Background: an optimization exercise with open tools, aiming at small area. Do not read the settings as production practice.
Function was checked by simulation only, so behaviour that the tests miss may differ from the original.
Power and IR drop assume default switching activity.

===== design/flow/config.mk =====
export PLATFORM = sky130hd
export DESIGN_NAME = meter_b
export DESIGN_NICKNAME = meter_b
export VERILOG_FILES = /design/flow/design.v
export SDC_FILE = /design/flow/constraint.sdc
export NUM_CORES = 4
export LEC_CHECK = 0
export ABC_AREA = 1
export CAP_MARGIN = 20
export CORE_MARGIN = 2
export CORE_UTILIZATION = 40
export PLACE_DENSITY = 0.6
export SLEW_MARGIN = 20

===== design/flow/constraint.sdc =====
create_clock -name core_clock -period 12.0 [get_ports {clk}]
set_input_delay 2.4000 -clock core_clock [delete_from_list [all_inputs] [get_ports {clk}]]
set_output_delay 2.4000 -clock core_clock [all_outputs]
set_load 0.01 [all_outputs]

===== design/flow/design.v =====
module meter_b (
    input  wire        clk,
    input  wire        rst,
    input  wire        rx_valid,
    input  wire [7:0]  rx_data,
    input  wire        clr_minmax,
    input  wire        tick,
    input  wire        cond_reset,
    input  wire [3:0]  cond1_index,
    input  wire [2:0]  cond1_cmp,
    input  wire [24:0] cond1_threshold,
    input  wire [15:0] cond1_duration,
    input  wire [3:0]  cond2_index,
    input  wire [2:0]  cond2_cmp,
    input  wire [24:0] cond2_threshold,
    input  wire [15:0] cond2_duration,
    input  wire [2:0]  rd_idx,
    output wire [24:0] rd_last,
    output wire [24:0] rd_min,
    output wire [24:0] rd_max,
    output reg         cond1_result,
    output reg         cond2_result,
    output reg  [15:0] good_count,
    output reg  [15:0] bad_count
);
    function slt;
        input [24:0] a, b;
        integer j;
        reg r;
        begin
            r = 1'b0;
            for (j = 0; j < 24; j = j + 1)
                r = (~a[j] & b[j]) | (~(a[j] ^ b[j]) & r);
            slt = (a[24] & ~b[24]) | (~(a[24] ^ b[24]) & r);
        end
    endfunction
    reg  [5:0] idx;      
    reg  [7:0] sum;      
    wire [7:0] sum_n  = sum + rx_data;
    wire       idle   = (idx == 6'd0);
    wire       store  = rx_valid & ~idle;
    wire       lastb  = store & (idx == 6'd34);
    wire       ok     = (sum_n == 8'hFF);       
    wire       commit = lastb & ok;
    always @(posedge clk) begin
        if (rst)
            idx <= 6'd0;
        else if (rx_valid) begin
            if (idle) begin
                if (rx_data == 8'h55) idx <= 6'd1;
            end else if (idx == 6'd34)
                idx <= 6'd0;
            else
                idx <= idx + 6'd1;
        end
    end
    always @(posedge clk)
        if (rx_valid) sum <= idle ? 8'h55 : sum_n;
    always @(posedge clk) begin
        if (rst) begin
            good_count <= 16'd0;
            bad_count  <= 16'd0;
        end else if (lastb) begin
            if (ok) good_count <= good_count + 16'd1;
            else    bad_count  <= bad_count + 16'd1;
        end
    end
    reg  [7:0] bb [1:21];
    wire [7:0] wbyte = rst ? 8'h00 : rx_data;
    integer k;
    always @(posedge clk)
        for (k = 1; k <= 21; k = k + 1)
            if (rst | (store & (idx == k)))
                bb[k] <= wbyte;
    reg        rst_d;
    always @(posedge clk) rst_d <= rst;
    reg [23:0] last [0:6];
    integer f;
    always @(posedge clk)
        if (commit | rst_d)
            for (f = 0; f < 7; f = f + 1)
                last[f] <= {bb[3*f+1], bb[3*f+2], bb[3*f+3]};
    wire [24:0] e_sum = {last[5][23], last[5]} + {last[6][23], last[6]};
    reg [23:0] max_u [0:2];    
    reg [22:0] max_s [3:6];    
    reg [23:0] max_e;          
    reg [23:0] min_s [3:6];    
    reg [24:0] min_e;          
    reg  [3:0] seq;
    wire       fr  = seq[3];
    always @(posedge clk) begin
        if (rst)              seq <= 4'd0;
        else if (commit)      seq <= 4'd8;
        else if (tick)        seq <= 4'd1;
        else if (seq == 4'd2) seq <= 4'd0;
        else if (seq != 4'd0) seq <= seq + 4'd1;
    end
    wire [2:0] sel = (seq == 4'd0) ? rd_idx :
                     fr            ? seq[2:0] :
                     seq[1]        ? cond2_index[2:0] : cond1_index[2:0];
    reg [24:0] L, MN, MX;
    always @(*) begin
        case (sel)
            3'd0: L = {1'b0, last[0]};
            3'd1: L = {1'b0, last[1]};
            3'd2: L = {1'b0, last[2]};
            3'd3: L = {last[3][23], last[3]};
            3'd4: L = {last[4][23], last[4]};
            3'd5: L = {last[5][23], last[5]};
            3'd6: L = {last[6][23], last[6]};
            default: L = e_sum;
        endcase
        case (sel)
            3'd0: MX = {1'b0, max_u[0]};
            3'd1: MX = {1'b0, max_u[1]};
            3'd2: MX = {1'b0, max_u[2]};
            3'd3: MX = {2'b00, max_s[3]};
            3'd4: MX = {2'b00, max_s[4]};
            3'd5: MX = {2'b00, max_s[5]};
            3'd6: MX = {2'b00, max_s[6]};
            default: MX = {1'b0, max_e};
        endcase
        case (sel)
            3'd3: MN = {min_s[3][23], min_s[3]};
            3'd4: MN = {min_s[4][23], min_s[4]};
            3'd5: MN = {min_s[5][23], min_s[5]};
            3'd6: MN = {min_s[6][23], min_s[6]};
            3'd7: MN = min_e;
            default: MN = 25'd0;
        endcase
    end
    assign rd_last = L;
    assign rd_min  = MN;
    assign rd_max  = MX;
    wire lt_min = slt(L, MN);
    wire gt_max = slt(MX, L);
    wire        clr = rst | clr_minmax;
    wire [24:0] W   = clr ? 25'd0 : L;
    wire [2:0]  d   = seq[2:0];
    always @(posedge clk) begin
        for (f = 0; f < 3; f = f + 1)
            if (clr | (fr & (d == f) & gt_max)) max_u[f] <= W[23:0];
        for (f = 3; f < 7; f = f + 1) begin
            if (clr | (fr & (d == f) & gt_max)) max_s[f] <= W[22:0];
            if (clr | (fr & (d == f) & lt_min)) min_s[f] <= W[23:0];
        end
        if (clr | (fr & (d == 3'd7) & gt_max)) max_e <= W[23:0];
        if (clr | (fr & (d == 3'd7) & lt_min)) min_e <= W;
    end
    wire        c2    = seq[1];
    wire [24:0] th    = c2 ? cond2_threshold : cond1_threshold;
    wire [2:0]  ccmp  = c2 ? cond2_cmp : cond1_cmp;
    wire        cbad  = c2 ? cond2_index[3] : cond1_index[3];
    wire        th_lt = slt(th, L);       
    wire        th_gt = slt(L, th);       
    reg         hit;
    always @(*) begin
        case (ccmp)
            3'd0:    hit = th_lt;
            3'd1:    hit = ~th_gt;
            3'd2:    hit = ~th_lt & ~th_gt;
            3'd3:    hit = ~th_lt;
            3'd4:    hit = th_gt;
            3'd5:    hit = th_lt | th_gt;
            default: hit = 1'b0;
        endcase
    end
    wire c = ~cbad & hit;
    reg [31:0] held1, held2;
    reg        lo1, lo2, pend1, pend2;
    wire [31:0] h1 = lo1 ? held1 : 32'd0;
    wire [31:0] h2 = lo2 ? held2 : 32'd0;
    wire        ge1 = (h1 >= {16'd0, cond1_duration});
    wire        ge2 = (h2 >= {16'd0, cond2_duration});
    always @(posedge clk) begin
        if (rst) begin
            cond1_result <= 1'b0; lo1 <= 1'b0; pend1 <= 1'b0;
        end else if (cond_reset) begin
            cond1_result <= 1'b0; pend1 <= 1'b1;
        end else if (seq == 4'd1) begin
            if (pend1 | ~c) begin
                cond1_result <= 1'b0;
                held1        <= 32'd1;
            end else begin
                if (ge1) cond1_result <= 1'b1;
                held1 <= h1 + 32'd1;
            end
            lo1   <= c & ~pend1;
            pend1 <= 1'b0;
        end
    end
    always @(posedge clk) begin
        if (rst) begin
            cond2_result <= 1'b0; lo2 <= 1'b0; pend2 <= 1'b0;
        end else if (cond_reset) begin
            cond2_result <= 1'b0; pend2 <= 1'b1;
        end else if (seq == 4'd2) begin
            if (pend2 | ~c) begin
                cond2_result <= 1'b0;
                held2        <= 32'd1;
            end else begin
                if (ge2) cond2_result <= 1'b1;
                held2 <= h2 + 32'd1;
            end
            lo2   <= c & ~pend2;
            pend2 <= 1'b0;
        end
    end
endmodule

===== design/flow/run.sh =====
#!/bin/bash
# synth_recipe.tcl (not shown) runs the flow's synth.tcl, then flattens the netlist and writes it again
# the make line also repeats each setting of config.mk as NAME=value (left out here)
make -C /OpenROAD-flow-scripts/flow DESIGN_CONFIG=/design/flow/config.mk WORK_HOME=/design/flow/orfs CLKGATE_MAP_FILE= SYNTH_SCRIPT=/design/flow/synth_recipe.tcl finish

==> results.json <==
{
  "cts-root-buf": "clkbuf_16",
  "status": "no timing/DRC/antenna violations",
  "critPathLaunchType": "input port",
  "core.rowCount": 108,
  "synth_top_area_cell": "edfxtp_1",
  "via_count": 22737,
  "initial_core_util_pct": 40.2,
  "synth_simple_gate_area_share_pct": 13.3,
  "synth_compound_area_share_pct": 8.01,
  "yosysUniqueCellTypes": 59,
  "p_int_mw": 4.98,
  "grt_usage_pct": 20.0,
  "comb_power_share_pct": 17.8,
  "die_h_um": 299,
  "port_buffers": 220,
  "grt_overflow": 0,
  "cp_common_cell": "nand2_1",
  "dieArea_mm2": 0.0894,
  "synthXorXnorAreaFrac_pct": 1.61,
  "p_seq_share_pct": 46.5,
  "dp_hpwl_um": 60400,
  "htreeDepth": 3,
  "post-place-ws_ns": 2.09,
  "drt_first_pass_iters": 5,
  "reg2reg_slack_ns": 3.90,
  "fin_ws_ns": 2.69,
  "crit_arrival_ns": 9.78,
  "cts_inserted_buffers": 82,
  "routabilityCongestion": 0.838,
  "crit_fanout": 33,
  "clk_latency_ns": 0.65,
  "hp-class": "reg -> reg",
  "initialDrtViolationCount": 2007,
  "cp-end-kind": "flip-flop",
  "finalSetupViolations": 0,
  "path_class": "in -> reg",
  "nets": 3590,
  "areaGrowthSynthToFinish_pct": 18.3,
  "post-route-min-period_ns": 9.31,
  "synth_edf_count": 717,
  "netlist_area_mm2": 0.0348,
  "yosysWarningCount": 6,
  "p_leak_nw": 16.4,
  "via_per_inst": 5.02,
  "syn_area_per_cell_um2": 11.5,
  "critical_path.top_delay_family": "simple AND/OR/NAND/NOR gates",
  "cts_setup_buffers": 0,
  "fmax_mhz": 107,
  "slew_headroom_pct": 27.3,
  "postRouteAntennaNets": 0,
  "synth_fa_ha_area_share_pct": 6.30,
  "p_per_area_mw_per_mm2": 168,
  "fin_cells": 4526,
  "wl_per_cell_um": 19.8,
  "synth_mux_area_share_pct": 0.0575,
  "critPathMaxStageDelay_ns": 0.77,
  "synth_top_family_by_area": "simple AND/OR/NAND/NOR gates",
  "cts_tree": "done",
  "synth_top_area_share_pct": 61.9,
  "drive_gt1_share_pct": 8.46,
  "power_mw": 6.91,
  "finClkSkew_ns": 0.0309,
  "synth_seq_cells": 766,
  "post_cts_resized": 0,
  "finalSetupTns_ns": 0,
  "maxSlewViolCount": 0,
  "syn_inst": 3028,
  "grt_pass1_wl_um": 135000,
  "grt_max_degree": 65,
  "synth_area_leaders": "edfxtp_1 62%, nand2_1 7.2%, ha_1 6.2%, inv_1 4.8%, dfxtp_1 2.8%",
  "dpl.cell_count": 4374,
  "path_buf_inv": 4,
  "postCtsHoldBufs": 0,
  "grt_use_met1_pct": 27.0,
  "synth_fp_nets": 3315,
  "grt_most_used_layer": "met2",
  "die_w_um": 299,
  "vdd_drop_max_mv": 0.111,
  "yosys_most_used_dff": "edfxtp_1",
  "finalCritPeriodShare_pct": 77.6,
  "clk_pin_slew_ns": 0.06,
  "clockBufferDepth": 3,
  "p_sw_share_pct": 27.9,
  "critical-path-slowest-cell": "a2111oi_0",
  "grt_antenna_before_repair": 3,
  "top_level_ports": 222,
  "grt_util_met2_pct": 32.1,
  "p_sw_mw": 1.93,
  "drc": 0,
  "worst_pin_slew_ns": 1.08,
  "core_mm2": 0.0865,
  "final_hold_viol_count": 0,
  "async_flop_share_pct": 0,
  "cts.sinks": 766,
  "pwr-share-clk_pct": 35.6,
  "grt_use_met3_pct": 4.67,
  "grt_pass1_vias": 22060,
  "wl_um": 89800,
  "critPathRequiredTime_ns": 12.48,
  "maxCapViolations": 0,
  "rsz0062_at_grt": "false",
  "yosysSeqAreaShare_pct": 64.7
}
stage by stage:
| step | hold WS, ns | util [%] | instance area, um2 |
|---|---|---|---|
| final | 0.412 | 47.6 | 41200 |
| after global routing | 0.414 | 47.6 | 41200 |
| after CTS | 0.416 | 47.6 | 41100 |
| after detailed placement | 0.405 | 44.6 | 38500 |
| after global placement | 0.400 | 44.6 | 38500 |
| after floorplan | 0.400 | - | 34800 |
synth_stat cells, types with 10 or more instances:
cell and n:
a21o_1 21, buf_1 15, o21ai_0 107, or2_2 15, nand4_1 78, a221oi_1 56
inv_1 447, nand3_1 74, nand2_1 666, clkbuf_1 57, a22o_1 37, xor2_1 60
nor4_1 10, ha_1 172, a21oi_1 87, nor2_2 37, a22oi_1 19, edfxtp_1 717
dfxtp_1 49, a21oi_2 16, o21bai_1 15, nor2_1 134, nor3_1 31
final cells by class:
| cell class | count | area [um2] |
|---|---|---|
| Clock inverter | 50 | 473 |
| Inverter | 455 | 1710 |
| Clock buffer | 101 | 2120 |
| Tap cell | 1155 | 1450 |
| Sequential cell | 766 | 22500 |
| Timing Repair Buffer | 273 | 2600 |
| Multi-Input combinational cell | 1725 | 10300 |
| Fill cell | 7833 | 45300 |
| Antenna cell | 1 | 2.50 |
worst reg2reg max path, delay by kind of cell, from the launching register on:
kind / cells / cell delay (ns)
fa+ha+maj: 1 / 0.27
flops: 1 / 0.33
buf+inv: 4 / 1.39
simple gates: 48 / 4.67
compound gates: 3 / 1.27
registers in the layout (all words and copies together), names as in the netlist, 6 cells and up:
register	flops
held2	32
max_s	92
min_s	96
sum	8
max_e	24
min_e	25
bb	168
max_u	72
bad_count	16
good_count	16
idx	6
held1	32
last	168
per-layer routing:
metal / vias to the layer above / routed length [um]
met5: - / 26
met2: 639 / 41400
met4: 4 / 2470
met3: 136 / 6500
li1: 11056 / -
met1: 10902 / 39400
final timing paths:
kind	from	end	depth (start not counted)
worst max-delay path	cond2_index[0]	held1[3]	56
worst min-delay path	bb[18][4]	last[5][4]	0
worst max register to register	seq[1]	held1[3]	56
worst min register to register	bb[18][4]	last[5][4]	0
power by group through the flow:
stage | registers [mW] | clock network (mW) | logic [mW]
6_report | 3.22 | 2.46 | 1.23
5_1_grt | 3.24 | 2.61 | 1.37
4_1_cts | 3.22 | 2.50 | 1.25
3_5_place_dp | 3.27 | 0 | 1.24
3_3_place_gp | 3.27 | 0 | 1.23
2_1_floorplan | 3.26 | 0 | 0.694
kinds of logic after synthesis:
group           after synthesis
xor+xnor                     64
other cells                   1
buf+inv                     537
flops                       766
fa+ha+maj                   174
mux                           2
simple gates               1071
compound gates              413
layout by cell type, fill, tap and decap left out, drive strengths merged, types with 16 or more instances in the layout:
cell type,netlist,final
edfxtp,717,717
nand2,671,671
inv,453,461
clkdlybuf4s50,0,220
nor2,173,173
ha,172,172
o21ai,110,110
a21oi,103,103
clkbuf,57,101
nand4,78,78
nand3,76,76
xor2,60,60
a221oi,56,56
buf,25,53
dfxtp,49,49
a22o,37,37
clkinv,2,36
nor3,31,31
a21o,21,21
a22oi,19,19
or2,16,16

-- port drivers added, routing unchanged --
The flow's constraints put no driver on any port. The routed layout listed below was extracted and timed again, unchanged, in two steps.
Step 1 assumes that a clkbuf_16 drives the clock port and a buf_2 every other input.
Step 2 times the ports against the registers' clock, not the clock port: input delays grow and output delays shrink by t, the midpoint of the rising clock arrivals with the driver on.
Slacks: no drivers / after step 1 / after step 2; pairs: no drivers / after step 1.
shift t [ns]: 0.704
setup WS [ns]: 2.694 / 2.741 / 2.037
worst data-port slew with drivers (ns): 0.09
pins driven straight from the clock port: 1
After both steps this run still meets setup and hold. The setup slack of this run moves by +0.047 ns with the drivers and by -0.657 ns with both steps.
